Source: an optimization exercise on an open RTL-to-GDS flow (aim: small area, a short achievable clock period and few clock cycles per item). Production flows keep margins and buffers that such runs may drop.
RTL that was checked went through simulation tests only; none was proved equivalent to the original.

==> module feistel_core, before the edit <==
module feistel_core (
    input  wire         clk,
    input  wire         rst,       
    input  wire         start,     
    input  wire         alg,       
    input  wire         dir,       
    input  wire         chain,     
    input  wire         first,     
    input  wire [127:0] key,       
    input  wire [63:0]  iv,        
    input  wire [63:0]  din,       
    output wire         ready,
    output wire         done,      
    output wire [63:0]  dout       
);
    localparam [31:0] DELTA = 32'h9e3779b9;
    function [31:0] bswap(input [31:0] x);
        bswap = {x[7:0], x[15:8], x[23:16], x[31:24]};
    endfunction
    reg         busy;
    reg         done_r;
    reg         ready_r;       
    reg  [5:0]  h;             
    reg         alg_r, dir_r, chain_r;
    reg  [31:0] k0, k1, k2, k3;
    reg  [31:0] ta, sb;        
    reg  [63:0] prev;          
    reg  [63:0] last_ct;       
    wire [63:0] prev_in = first ? iv : last_ct;
    wire [63:0] blk_in  = (chain && !dir) ? (din ^ prev_in) : din;
    wire [31:0] in_v0   = bswap(blk_in[31:0]);
    wire [31:0] in_v1   = bswap(blk_in[63:32]);
    wire [31:0] sum_enc [0:32];
    wire [31:0] sum_dec [0:32];
    genvar gi;
    generate
        for (gi = 0; gi <= 32; gi = gi + 1) begin : g_tab
            assign sum_enc[gi] = (gi + 1) * DELTA;
            assign sum_dec[gi] = (32 - gi) * DELTA;
        end
    endgenerate
    wire [5:0]  q      = {1'b0, h[5:1]} + {5'd0, alg_r ? dir_r : h[0]};
    wire [31:0] s_n    = dir_r ? sum_dec[q] : sum_enc[q];
    wire        tgt1_n = ~h[0] ^ dir_r;
    wire [1:0]  kidx_n = alg_r ? (tgt1_n ? s_n[12:11] : s_n[1:0]) : {tgt1_n, 1'b0};
    reg  [31:0] s_r;
    reg  [1:0]  kidx_r;
    reg         tgt1_r;
    reg         last_r;
    always @(posedge clk) begin
        if (busy) begin
            s_r    <= s_n;
            kidx_r <= kidx_n;
            tgt1_r <= tgt1_n;
            last_r <= (h == 6'd62);
        end else begin
            s_r    <= dir ? 32'hc6ef3720 : (alg ? 32'd0 : DELTA);
            kidx_r <= {dir, 1'b0};
            tgt1_r <= dir;
            last_r <= 1'b0;
        end
    end
    wire        tgt1 = tgt1_r;
    wire        last = last_r;
    wire [31:0] s = s_r;
    reg  [31:0] kx;
    always @* begin
        case (kidx_r)
            2'd0:    kx = k0;
            2'd1:    kx = k1;
            2'd2:    kx = k2;
            default: kx = k3;
        endcase
    end
    wire [31:0] ky = tgt1 ? k3 : k1;
    wire [31:0] a1 = ((sb << 4) ^ (alg_r ? (sb >> 5) : 32'd0)) + (alg_r ? sb : kx);
    wire [31:0] a2 = s + (alg_r ? kx : sb);
    wire [31:0] a3 = (sb >> 5) + ky;
    wire [31:0] f  = a1 ^ a2 ^ (alg_r ? 32'd0 : a3);
    wire [31:0] nb = ta + (f ^ {32{dir_r}}) + {31'd0, dir_r};
    wire [31:0] r_v0 = dir_r ? sb : ta;
    wire [31:0] r_v1 = dir_r ? ta : sb;
    wire [63:0] blk_out = {bswap(r_v1), bswap(r_v0)};
    assign dout  = (chain_r && dir_r) ? (blk_out ^ prev) : blk_out;
    assign ready = ready_r;
    assign done  = done_r;
    always @(posedge clk) begin
        if (rst) begin
            busy    <= 1'b0;
            ready_r <= 1'b1;
            done_r  <= 1'b0;
        end else begin
            done_r  <= busy && last;
            if (!busy) begin
                busy    <= start;
                ready_r <= !start;
            end else if (last) begin
                busy    <= 1'b0;
                ready_r <= 1'b1;
            end
        end
    end
    always @(posedge clk) begin
        h <= busy ? (h + 6'd1) : 6'd0;
        if (!busy) begin
            alg_r   <= alg;
            dir_r   <= dir;
            chain_r <= chain;
            k0      <= bswap(key[31:0]);
            k1      <= bswap(key[63:32]);
            k2      <= bswap(key[95:64]);
            k3      <= bswap(key[127:96]);
            ta      <= dir ? in_v1 : in_v0;
            sb      <= dir ? in_v0 : in_v1;
            prev    <= prev_in;
        end else begin
            ta      <= sb;
            sb      <= nb;
        end
        if (!busy && start && dir)
            last_ct <= din;
        else if (busy && last && !dir_r)
            last_ct <= {bswap(nb), bswap(sb)};
    end
endmodule
==> flow/config.mk <==
export PLATFORM = sky130hd
export DESIGN_NAME = feistel_core
export DESIGN_NICKNAME = feistel_core
export VERILOG_FILES = /design/flow/design.v
export SDC_FILE = /design/flow/constraint.sdc
export NUM_CORES = 4
export LEC_CHECK = 0
export CAP_MARGIN = 20
export CORE_MARGIN = 2
export CORE_UTILIZATION = 40
export SLEW_MARGIN = 20
==> flow/constraint.sdc <==
create_clock -name core_clock -period 20.0 [get_ports {clk}]
set_input_delay 4.0000 -clock core_clock [delete_from_list [all_inputs] [get_ports {clk}]]
set_output_delay 4.0000 -clock core_clock [all_outputs]
set_load 0.01 [all_outputs]
standard.sh (not shown) runs the stock make flow with config.mk's settings and CLKGATE_MAP_FILE= SYNTH_SCRIPT=/design/flow/synth_recipe.tcl, a recipe that flattens the netlist after the stock synthesis.
==> flow/flow/run.sh <==
#!/bin/bash
# The standard layout, with the smallest buffer on each port in place of the
# delay buffer that buffer_ports picks by default.
bash standard.sh BUFFER_PORTS_ARGS="-buffer_cell sky130_fd_sc_hd__buf_1" finish > standard.log 2>&1
The baseline finished with timing, DRC and antenna clean.
Testbench counts at the start, summed over its fixed seeds: cycles 49,928, blocks 768.
==> next run, changes <==
--- a/flow/design.v
+++ b/flow/design.v
@@ -26,38 +26,42 @@
     reg  [31:0] ta, sb;        
     reg  [63:0] prev;          
     reg  [63:0] last_ct;       
+    reg         out_enc;       
+    reg         out_xor;       
     wire [63:0] prev_in = first ? iv : last_ct;
     wire [63:0] blk_in  = (chain && !dir) ? (din ^ prev_in) : din;
     wire [31:0] in_v0   = bswap(blk_in[31:0]);
     wire [31:0] in_v1   = bswap(blk_in[63:32]);
-    wire [31:0] sum_enc [0:32];
-    wire [31:0] sum_dec [0:32];
+    wire [31:0] sum_tab [0:32];
     genvar gi;
     generate
         for (gi = 0; gi <= 32; gi = gi + 1) begin : g_tab
-            assign sum_enc[gi] = (gi + 1) * DELTA;
-            assign sum_dec[gi] = (32 - gi) * DELTA;
+            assign sum_tab[gi] = gi * DELTA;
         end
     endgenerate
     wire [5:0]  q      = {1'b0, h[5:1]} + {5'd0, alg_r ? dir_r : h[0]};
-    wire [31:0] s_n    = dir_r ? sum_dec[q] : sum_enc[q];
+    wire [5:0]  m_n    = dir_r ? (6'd32 - q) : (q + 6'd1);
+    wire [31:0] s_n    = sum_tab[m_n];
     wire        tgt1_n = ~h[0] ^ dir_r;
     wire [1:0]  kidx_n = alg_r ? (tgt1_n ? s_n[12:11] : s_n[1:0]) : {tgt1_n, 1'b0};
     reg  [31:0] s_r;
     reg  [1:0]  kidx_r;
     reg         tgt1_r;
     reg         last_r;
+    reg         first_r;
     always @(posedge clk) begin
         if (busy) begin
             s_r    <= s_n;
             kidx_r <= kidx_n;
             tgt1_r <= tgt1_n;
             last_r <= (h == 6'd62);
+            first_r <= 1'b0;
         end else begin
             s_r    <= dir ? 32'hc6ef3720 : (alg ? 32'd0 : DELTA);
             kidx_r <= {dir, 1'b0};
             tgt1_r <= dir;
             last_r <= 1'b0;
+            first_r <= 1'b1;
         end
     end
     wire        tgt1 = tgt1_r;
@@ -78,10 +82,10 @@
     wire [31:0] a3 = (sb >> 5) + ky;
     wire [31:0] f  = a1 ^ a2 ^ (alg_r ? 32'd0 : a3);
     wire [31:0] nb = ta + (f ^ {32{dir_r}}) + {31'd0, dir_r};
-    wire [31:0] r_v0 = dir_r ? sb : ta;
-    wire [31:0] r_v1 = dir_r ? ta : sb;
+    wire [31:0] r_v0 = out_enc ? ta : sb;
+    wire [31:0] r_v1 = out_enc ? sb : ta;
     wire [63:0] blk_out = {bswap(r_v1), bswap(r_v0)};
-    assign dout  = (chain_r && dir_r) ? (blk_out ^ prev) : blk_out;
+    assign dout  = out_xor ? (blk_out ^ prev) : blk_out;
     assign ready = ready_r;
     assign done  = done_r;
     always @(posedge clk) begin
@@ -113,13 +117,13 @@
             ta      <= dir ? in_v1 : in_v0;
             sb      <= dir ? in_v0 : in_v1;
             prev    <= prev_in;
+            out_enc <= !dir;
+            out_xor <= chain && dir;
         end else begin
             ta      <= sb;
             sb      <= nb;
         end
-        if (!busy && start && dir)
-            last_ct <= din;
-        else if (busy && last && !dir_r)
-            last_ct <= {bswap(nb), bswap(sb)};
+        if (busy && (dir_r ? first_r : last))
+            last_ct <= {bswap(dir_r ? ta : nb), bswap(sb)};
     end
 endmodule
Hold slack gets better by 3.7 ps.
Die area drops by a few percent.
Global-route usage decreases by 0.13 points.
First-iteration DRC count stays flat.
Cell count decreases by a little under a tenth.
Design area drops by a few percent.
Routed wire length decreases by a few percent.
Testbench counts after the change, summed over its fixed seeds: cycles 49,928, blocks 768.

Another version of the RTL of feistel_core (not shown whole).
For scale: ~2700 cells after synthesis, roughly 370 flip-flops, about 25000 sq um of cells after synthesis.
==> module feistel_core, before the edit <==
module feistel_core (
    input  wire         clk,
    input  wire         rst,       
    input  wire         start,     
    input  wire         alg,       
    input  wire         dir,       
    input  wire         chain,     
    input  wire         first,     
    input  wire [127:0] key,       
    input  wire [63:0]  iv,        
    input  wire [63:0]  din,       
    output wire         ready,
    output wire         done,      
    output wire [63:0]  dout       
);
    localparam [31:0] DELTA = 32'h9e3779b9;
    function [31:0] bswap(input [31:0] x);
        bswap = {x[7:0], x[15:8], x[23:16], x[31:24]};
    endfunction
    reg         busy;
    reg         done_r;
    reg         ready_r;       
    reg  [5:0]  h;             
    reg         alg_r, dir_r, chain_r;
    reg  [31:0] k0, k1, k2, k3;
    reg  [31:0] ta, sb;        
    reg  [63:0] prev;          
    reg  [63:0] last_ct;       
    reg         out_enc;       
    wire [63:0] prev_in = first ? iv : last_ct;
    wire [63:0] blk_in  = (chain && !dir) ? (din ^ prev_in) : din;
    wire [31:0] in_v0   = bswap(blk_in[31:0]);
    wire [31:0] in_v1   = bswap(blk_in[63:32]);
    wire [31:0] sum_tab [0:32];
    genvar gi;
    generate
        for (gi = 0; gi <= 32; gi = gi + 1) begin : g_tab
            assign sum_tab[gi] = gi * DELTA;
        end
    endgenerate
    wire [5:0]  q      = {1'b0, h[5:1]} + {5'd0, alg_r ? dir_r : h[0]};
    wire [5:0]  m_n    = dir_r ? (6'd32 - q) : (q + 6'd1);
    wire [31:0] s_n    = sum_tab[m_n];
    wire        tgt1_n = ~h[0] ^ dir_r;
    wire [1:0]  kidx_n = alg_r ? (tgt1_n ? s_n[12:11] : s_n[1:0]) : {tgt1_n, 1'b0};
    reg  [31:0] s_r;
    reg         sel1_k0, sel1_k2;
    reg  [3:0]  sel2_k;
    reg         tgt1_r;
    reg         last_r;
    reg         first_r;
    always @(posedge clk) begin
        if (busy) begin
            s_r    <= s_n;
            sel1_k0 <= !alg_r && !tgt1_n;
            sel1_k2 <= !alg_r && tgt1_n;
            sel2_k  <= alg_r ? (4'd1 << kidx_n) : 4'd0;
            tgt1_r <= tgt1_n;
            last_r <= (h == 6'd62);
            first_r <= 1'b0;
        end else begin
            s_r    <= dir ? 32'hc6ef3720 : (alg ? 32'd0 : DELTA);
            sel1_k0 <= !alg && !dir;
            sel1_k2 <= !alg && dir;
            sel2_k  <= alg ? (dir ? 4'b0100 : 4'b0001) : 4'd0;
            tgt1_r <= dir;
            last_r <= 1'b0;
            first_r <= 1'b1;
        end
    end
    wire        tgt1 = tgt1_r;
    wire        last = last_r;
    wire [31:0] s = s_r;
    wire [31:0] b1 = ({32{sel1_k0}} & k0) | ({32{sel1_k2}} & k2) | ({32{alg_r}} & sb);
    wire [31:0] b2 = ({32{sel2_k[0]}} & k0) | ({32{sel2_k[1]}} & k1) |
                     ({32{sel2_k[2]}} & k2) | ({32{sel2_k[3]}} & k3) | ({32{!alg_r}} & sb);
    wire [31:0] ky = tgt1 ? k3 : k1;
    wire [31:0] a1 = ((sb << 4) ^ (alg_r ? (sb >> 5) : 32'd0)) + b1;
    wire [31:0] a2 = s + b2;
    wire [31:0] a3 = (sb >> 5) + ky;
    wire [31:0] f  = a1 ^ a2 ^ (alg_r ? 32'd0 : a3);
    wire [31:0] nb = ta + (f ^ {32{dir_r}}) + {31'd0, dir_r};
    wire [31:0] r_v0 = out_enc ? ta : sb;
    wire [31:0] r_v1 = out_enc ? sb : ta;
    wire [63:0] blk_out = {bswap(r_v1), bswap(r_v0)};
    assign dout  = blk_out ^ prev;
    assign ready = ready_r;
    assign done  = done_r;
    always @(posedge clk) begin
        if (rst) begin
            busy    <= 1'b0;
            ready_r <= 1'b1;
            done_r  <= 1'b0;
        end else begin
            done_r  <= busy && last;
            if (!busy) begin
                busy    <= start;
                ready_r <= !start;
            end else if (last) begin
                busy    <= 1'b0;
                ready_r <= 1'b1;
            end
        end
    end
    always @(posedge clk) begin
        h <= busy ? (h + 6'd1) : 6'd0;
        out_enc <= !dir_r;
        if (!busy) begin
            alg_r   <= alg;
            dir_r   <= dir;
            chain_r <= chain;
            k0      <= bswap(key[31:0]);
            k1      <= bswap(key[63:32]);
            k2      <= bswap(key[95:64]);
            k3      <= bswap(key[127:96]);
            ta      <= dir ? in_v1 : in_v0;
            sb      <= dir ? in_v0 : in_v1;
            prev    <= (chain && dir) ? prev_in : 64'd0;
        end else begin
            ta      <= sb;
            sb      <= nb;
        end
        if (busy && (dir_r ? first_r : last))
            last_ct <= {bswap(dir_r ? ta : nb), bswap(sb)};
    end
endmodule
==> flow/config.mk <==
export PLATFORM = sky130hd
export DESIGN_NAME = feistel_core
export DESIGN_NICKNAME = feistel_core
export VERILOG_FILES = /design/flow/design.v
export SDC_FILE = /design/flow/constraint.sdc
export NUM_CORES = 4
export LEC_CHECK = 0
export CAP_MARGIN = 20
export CORE_MARGIN = 2
export CORE_UTILIZATION = 40
export SLEW_MARGIN = 20
==> flow/constraint.sdc <==
create_clock -name core_clock -period 20.0 [get_ports {clk}]
set_input_delay 4.0000 -clock core_clock [delete_from_list [all_inputs] [get_ports {clk}]]
set_output_delay 4.0000 -clock core_clock [all_outputs]
set_load 0.01 [all_outputs]
==> flow/flow/run.sh <==
#!/bin/bash
# The standard layout, with the smallest buffer on each port in place of the
# delay buffer that buffer_ports picks by default, and timing repair aiming
# for a shorter period than the clock's.
bash standard.sh BUFFER_PORTS_ARGS="-buffer_cell sky130_fd_sc_hd__buf_1" SETUP_SLACK_MARGIN=14 finish > standard.log 2>&1
Then changed:
--- a/flow/design.v
+++ b/flow/design.v
@@ -27,6 +27,7 @@
     reg  [63:0] prev;          
     reg  [63:0] last_ct;       
     reg         out_enc;       
+    reg         out_xor;       
     wire [63:0] prev_in = first ? iv : last_ct;
     wire [63:0] blk_in  = (chain && !dir) ? (din ^ prev_in) : din;
     wire [31:0] in_v0   = bswap(blk_in[31:0]);
@@ -44,25 +45,20 @@
     wire        tgt1_n = ~h[0] ^ dir_r;
     wire [1:0]  kidx_n = alg_r ? (tgt1_n ? s_n[12:11] : s_n[1:0]) : {tgt1_n, 1'b0};
     reg  [31:0] s_r;
-    reg         sel1_k0, sel1_k2;
-    reg  [3:0]  sel2_k;
+    reg  [1:0]  kidx_r;
     reg         tgt1_r;
     reg         last_r;
     reg         first_r;
     always @(posedge clk) begin
         if (busy) begin
             s_r    <= s_n;
-            sel1_k0 <= !alg_r && !tgt1_n;
-            sel1_k2 <= !alg_r && tgt1_n;
-            sel2_k  <= alg_r ? (4'd1 << kidx_n) : 4'd0;
+            kidx_r <= kidx_n;
             tgt1_r <= tgt1_n;
             last_r <= (h == 6'd62);
             first_r <= 1'b0;
         end else begin
             s_r    <= dir ? 32'hc6ef3720 : (alg ? 32'd0 : DELTA);
-            sel1_k0 <= !alg && !dir;
-            sel1_k2 <= !alg && dir;
-            sel2_k  <= alg ? (dir ? 4'b0100 : 4'b0001) : 4'd0;
+            kidx_r <= {dir, 1'b0};
             tgt1_r <= dir;
             last_r <= 1'b0;
             first_r <= 1'b1;
@@ -71,19 +67,25 @@
     wire        tgt1 = tgt1_r;
     wire        last = last_r;
     wire [31:0] s = s_r;
-    wire [31:0] b1 = ({32{sel1_k0}} & k0) | ({32{sel1_k2}} & k2) | ({32{alg_r}} & sb);
-    wire [31:0] b2 = ({32{sel2_k[0]}} & k0) | ({32{sel2_k[1]}} & k1) |
-                     ({32{sel2_k[2]}} & k2) | ({32{sel2_k[3]}} & k3) | ({32{!alg_r}} & sb);
+    reg  [31:0] kx;
+    always @* begin
+        case (kidx_r)
+            2'd0:    kx = k0;
+            2'd1:    kx = k1;
+            2'd2:    kx = k2;
+            default: kx = k3;
+        endcase
+    end
     wire [31:0] ky = tgt1 ? k3 : k1;
-    wire [31:0] a1 = ((sb << 4) ^ (alg_r ? (sb >> 5) : 32'd0)) + b1;
-    wire [31:0] a2 = s + b2;
+    wire [31:0] a1 = ((sb << 4) ^ (alg_r ? (sb >> 5) : 32'd0)) + (alg_r ? sb : kx);
+    wire [31:0] a2 = s + (alg_r ? kx : sb);
     wire [31:0] a3 = (sb >> 5) + ky;
     wire [31:0] f  = a1 ^ a2 ^ (alg_r ? 32'd0 : a3);
     wire [31:0] nb = ta + (f ^ {32{dir_r}}) + {31'd0, dir_r};
     wire [31:0] r_v0 = out_enc ? ta : sb;
     wire [31:0] r_v1 = out_enc ? sb : ta;
     wire [63:0] blk_out = {bswap(r_v1), bswap(r_v0)};
-    assign dout  = blk_out ^ prev;
+    assign dout  = out_xor ? (blk_out ^ prev) : blk_out;
     assign ready = ready_r;
     assign done  = done_r;
     always @(posedge clk) begin
@@ -104,7 +106,6 @@
     end
     always @(posedge clk) begin
         h <= busy ? (h + 6'd1) : 6'd0;
-        out_enc <= !dir_r;
         if (!busy) begin
             alg_r   <= alg;
             dir_r   <= dir;
@@ -115,7 +116,9 @@
             k3      <= bswap(key[127:96]);
             ta      <= dir ? in_v1 : in_v0;
             sb      <= dir ? in_v0 : in_v1;
-            prev    <= (chain && dir) ? prev_in : 64'd0;
+            prev    <= prev_in;
+            out_enc <= !dir;
+            out_xor <= chain && dir;
         end else begin
             ta      <= sb;
             sb      <= nb;
The changed run passed the timing, design-rule and antenna checks.
Synthesized area is higher by 1.9%.
Die area came out higher by 1.9%.
First-iteration DRC count went down by 12%.
Via count is lower by 1.4%.
Non-clock buffer count came out higher by 6.
Count of clock-buffer cells in the layout goes up by 4.
Synthesized cell count hardly moves.
Critical path depth drops by 2.
Wire length falls by 3.4%.
Flip-flop and latch count came out lower by 3.
Worst hold slack loses 0.018 ns.
Cell count rose by 1.0%.
Testbench counts after the change, summed over its fixed seeds: cycles 49,928, blocks 768.
No functional check of the RTL was part of the first run of this note.

re-timing with driven ports:
The flow's constraints put no driver on any port. The routed layouts listed below were extracted and timed again, unchanged, in two steps.
Step 1 (the two cells are an assumption about what drives the block):
set clk [get_ports {clk}]
set_driving_cell -lib_cell sky130_fd_sc_hd__clkbuf_16 $clk
set_driving_cell -lib_cell sky130_fd_sc_hd__buf_2 [delete_from_list [all_inputs] $clk]
Step 2 also shifts input and output timing later by t, the mid clock arrival at the registers, as if the neighbouring blocks saw the same clock.
Three values: ideal ports, drivers, drivers and shift; two values: the first two.
| run | t, ns | setup slack, ns | worst hold slack (ns) | cell pins on the clock port's net |
|---|---|---|---|---|
| the first run of note 1 | 0.617 | 13.142 / 13.142 / 13.142 | 0.457 / 0.457 / 0.457 | 1 |
| the second run of note 1 | 0.629 | 12.432 / 12.432 / 12.432 | 0.461 / 0.461 / 0.461 | 1 |
| the first run of note 2 | 0.627 | 13.804 / 13.804 / 13.587 | 0.471 / 0.471 / 0.471 | 1 |
| the second run of note 2 | 0.626 | 13.854 / 13.854 / 13.620 | 0.453 / 0.453 / 0.453 | 1 |
After both steps every run listed still meets setup and hold. The setup slack of the second run of note 2, which loses most, moves by 0.000 ns with the drivers and by -0.234 ns with both steps.
